Source: an optimization exercise on an open RTL-to-GDS flow (aim: small area, a short achievable clock period and few clock cycles). Production flows keep margins and buffers that such runs may drop.
Only simulation tests tie the RTL to the original design; equivalence was not proved.
Power figures rest on the tool's default switching activity, not on a simulated workload.

## oss_framer
module oss_framer (
    input  wire        clk,
    input  wire        rst,
    input  wire        host_req,
    input  wire        host_we,
    input  wire [15:0] host_addr,
    input  wire [7:0]  host_wdata,
    output wire        host_ack,
    output reg  [7:0]  host_rdata,
    input  wire        rx_valid,
    input  wire [7:0]  rx_data,
    input  wire        rdy_in,
    output wire        tx_valid,
    output wire [7:0]  tx_data
);
Settings: LEC_CHECK=0, ABC_AREA=1, CAP_MARGIN=20, CORE_MARGIN=2, CORE_UTILIZATION=55, PLACE_DENSITY=0.65, SLEW_MARGIN=20, TNS_END_PERCENT=5; clock period 16.0 ns.
standard.sh (not shown) runs the stock make flow with config.mk's settings and CLKGATE_MAP_FILE= SYNTH_SCRIPT=/design/flow/synth_recipe.tcl, a recipe that flattens the netlist after the stock synthesis.
==> flow/flow/run.sh <==
#!/bin/bash
set -euo pipefail
export SETUP_SLACK_MARGIN=7.6
export CTS_ARGS="-sink_clustering_enable -repair_clock_nets -dont_use_dummy_load -buf_list sky130_fd_sc_hd__clkbuf_16 -sink_clustering_size 24 -sink_clustering_max_diameter 80"
bash standard.sh > standard_flow.log 2>&1
The first run completed with no timing, DRC or antenna violations.
Testbench counts at the start, summed over its fixed seeds: cycles 375,187.
==> next run, changes <==
--- a/flow/design.v
+++ b/flow/design.v
@@ -215,32 +215,31 @@
             always @(posedge clk)
                 if (f_take && fcur == gi)
                     fb[gi*8 +: 8] <= wd;
         end
     endgenerate
     wire build_go = op_build & l_ok;
     wire rest_go  = op_rest & ~bak_eq;
     wire [127:0] fbx = {48'd0, fb[79:8], PREFIX0};
     wire [127:0] pay_x = {56'd0, arg_ae, arg_avg, arg_it[15:8], arg_it[7:0], 32'd0};
-    wire [7:0] wbus = build_go ? build_chk : wd;
     generate
         for (gi = 0; gi < 16; gi = gi + 1) begin : g_cmd
             wire s_w = w_cmd & (a[3:0] == gi);
             wire s_h = build_go & (gi < 4);
             wire s_c = build_go & (gi >= 4) & (l_m1 == gi);
             wire s_p = op_pay & (gi >= 4) & (gi <= 8);
             wire s_d = drain_go & ((gi < 5) | ((gi < 10) & fb2_lng));
             wire en  = rst | s_w | s_h | s_c | s_p | rest_go | s_d;
             wire [7:0] hv = (gi == 0) ? PREFIX0 : (gi == 1) ? PREFIX1 :
                             (gi == 2) ? arg_fc  : arg_uc;
             wire [7:0] pv = pay_x[gi*8 +: 8];
             wire [7:0] dv = fbx[gi*8 +: 8];
-            wire [7:0] nv = ({8{s_w | s_c}} & wbus) | ({8{s_h}} & hv) |
+            wire [7:0] nv = ({8{s_w}} & wd) | ({8{s_h}} & hv) | ({8{s_c}} & build_chk) |
                             ({8{s_p}} & pv) | ({8{rest_go}} & bak_x[gi*8 +: 8]) |
                             ({8{s_d}} & dv);
             always @(posedge clk)
                 if (en)
                     cmd[gi*8 +: 8] <= rst ? 8'h00 : nv;
         end
     endgenerate
     wire bak_en = bak_eq & cmd_mod;
     always @(posedge clk)
The new run completed without violations.
Worst hold slack degrades by 0.035 ns.
Total power is about the same.
Cell count rose by 2.8%.
Synthesized area rose by 1.8%.
Setup slack improved by 0.059 ns.
Sequential share of layout area falls by 0.87 points.
Die area goes up by 1.8%.
Testbench counts after the change, summed over its fixed seeds: cycles 375,187.

--- another note on this design; it stands on its own ---

Design oss_framer, start of the top module:
module oss_framer (
    input  wire        clk,
    input  wire        rst,
    input  wire        host_req,
    input  wire        host_we,
    input  wire [15:0] host_addr,
    input  wire [7:0]  host_wdata,
    output wire        host_ack,
    output reg  [7:0]  host_rdata,
    input  wire        rx_valid,
    input  wire [7:0]  rx_data,
    input  wire        rdy_in,
    output wire        tx_valid,
    output wire [7:0]  tx_data
);
clock: 16.0 ns
lec_check: 0
abc_area: 0
cap_margin: 20
core_margin: 2
core_utilization: 55
place_density: 0.65
slew_margin: 20
synth_hierarchical: 1
tns_end_percent: 5
standard.sh (not shown) runs the stock make flow with config.mk's settings and CLKGATE_MAP_FILE= SYNTH_SCRIPT=/design/flow/synth_recipe.tcl, a recipe that flattens the netlist after the stock synthesis.
==> flow/flow/run.sh <==
#!/bin/bash
set -euo pipefail
export SETUP_SLACK_MARGIN=7.6
export BUFFER_PORTS_ARGS="-buffer_cell sky130_fd_sc_hd__buf_4"
export CTS_ARGS="-sink_clustering_enable -repair_clock_nets -dont_use_dummy_load -buf_list sky130_fd_sc_hd__clkbuf_16 -sink_clustering_size 24 -sink_clustering_max_diameter 80"
bash standard.sh > standard_flow.log 2>&1
Testbench counts at the start, summed over its fixed seeds: cycles 375,187.
Rerun with:
--- a/flow/flow/run.sh
+++ b/flow/flow/run.sh
@@ -4 +3,0 @@
-export BUFFER_PORTS_ARGS="-buffer_cell sky130_fd_sc_hd__buf_4"
The changed run passed the timing, design-rule and antenna checks.
Routed wire length came out higher by 2.1%.
Area after synthesis is unchanged.
Via count came out higher by 1.7%.
Setup slack got worse by 0.042 ns.
Count of clock-buffer cells in the layout is unchanged.
Fmax came out lower by 0.44%.

* * *

oss_framer, a different RTL version from the one above (not shown whole).
Size in the first run: roughly 5,300 cells after synthesis, ~980 flip-flops, roughly 56 I/O pins, ~0.049 sq mm of cells after synthesis.
Settings: LEC_CHECK=0, ABC_AREA=1, CAP_MARGIN=20, CORE_MARGIN=2, CORE_UTILIZATION=55, PLACE_DENSITY=0.65, SLEW_MARGIN=20, SYNTH_HIERARCHICAL=1, TNS_END_PERCENT=5; clock period 16.0 ns.
==> flow/flow/run.sh <==
#!/bin/bash
set -euo pipefail
export SETUP_SLACK_MARGIN=7.6
export CTS_ARGS="-sink_clustering_enable -repair_clock_nets -dont_use_dummy_load -buf_list sky130_fd_sc_hd__clkbuf_16 -sink_clustering_size 24 -sink_clustering_max_diameter 80"
bash standard.sh > standard_flow.log 2>&1
Testbench counts at the start, summed over its fixed seeds: cycles 375,187.
Change:
--- a/flow/flow/run.sh
+++ b/flow/flow/run.sh
@@ -3,2 +3,3 @@
 export SETUP_SLACK_MARGIN=7.6
+export BUFFER_PORTS_ARGS="-buffer_cell sky130_fd_sc_hd__buf_4"
 export CTS_ARGS="-sink_clustering_enable -repair_clock_nets -dont_use_dummy_load -buf_list sky130_fd_sc_hd__clkbuf_16 -sink_clustering_size 24 -sink_clustering_max_diameter 80"
Outcome:
- cell area went down by 1.2%
- utilization decreases by 0.74 points
- flip-flop and latch count does not change

port drivers added, routing unchanged:
The flow's constraints put no driver on any port. The routed layouts listed below were extracted and timed again, unchanged, in two steps.
Step 1 assumes that a clkbuf_16 drives the clock port and a buf_2 every other input.
Step 2 adds t to the input delays and takes it off the output delays; t is the mean of the earliest and latest rising clock arrival at the registers after step 1. Input paths then give back, and output paths get back, about the clock's delay inside the block.
a / b / c = ideal / step 1 / step 2; a / b = the first two.
| run | t, ns | setup slack, ns | worst register clock-pin slew, ns |
|---|---|---|---|
| the first run of note 1 | 0.709 | 7.046 / 6.997 / 6.997 | 0.11 / 0.11 |
| the second run of note 1 | 0.718 | 7.105 / 7.045 / 7.045 | 0.11 / 0.11 |
| the first run of note 2 | 0.702 | 6.613 / 6.505 / 6.505 | 0.10 / 0.10 |
| the second run of note 2 | 0.705 | 6.572 / 6.506 / 6.506 | 0.10 / 0.10 |
| the first run of note 3 | 0.746 | 7.223 / 7.186 / 7.186 | 0.11 / 0.11 |
| the second run of note 3 | 0.728 | 7.318 / 7.267 / 7.267 | 0.10 / 0.10 |
After both steps every run listed still meets setup and hold. The setup slack of the first run of note 2, which loses most, moves by -0.108 ns with the drivers and by -0.108 ns with both steps.
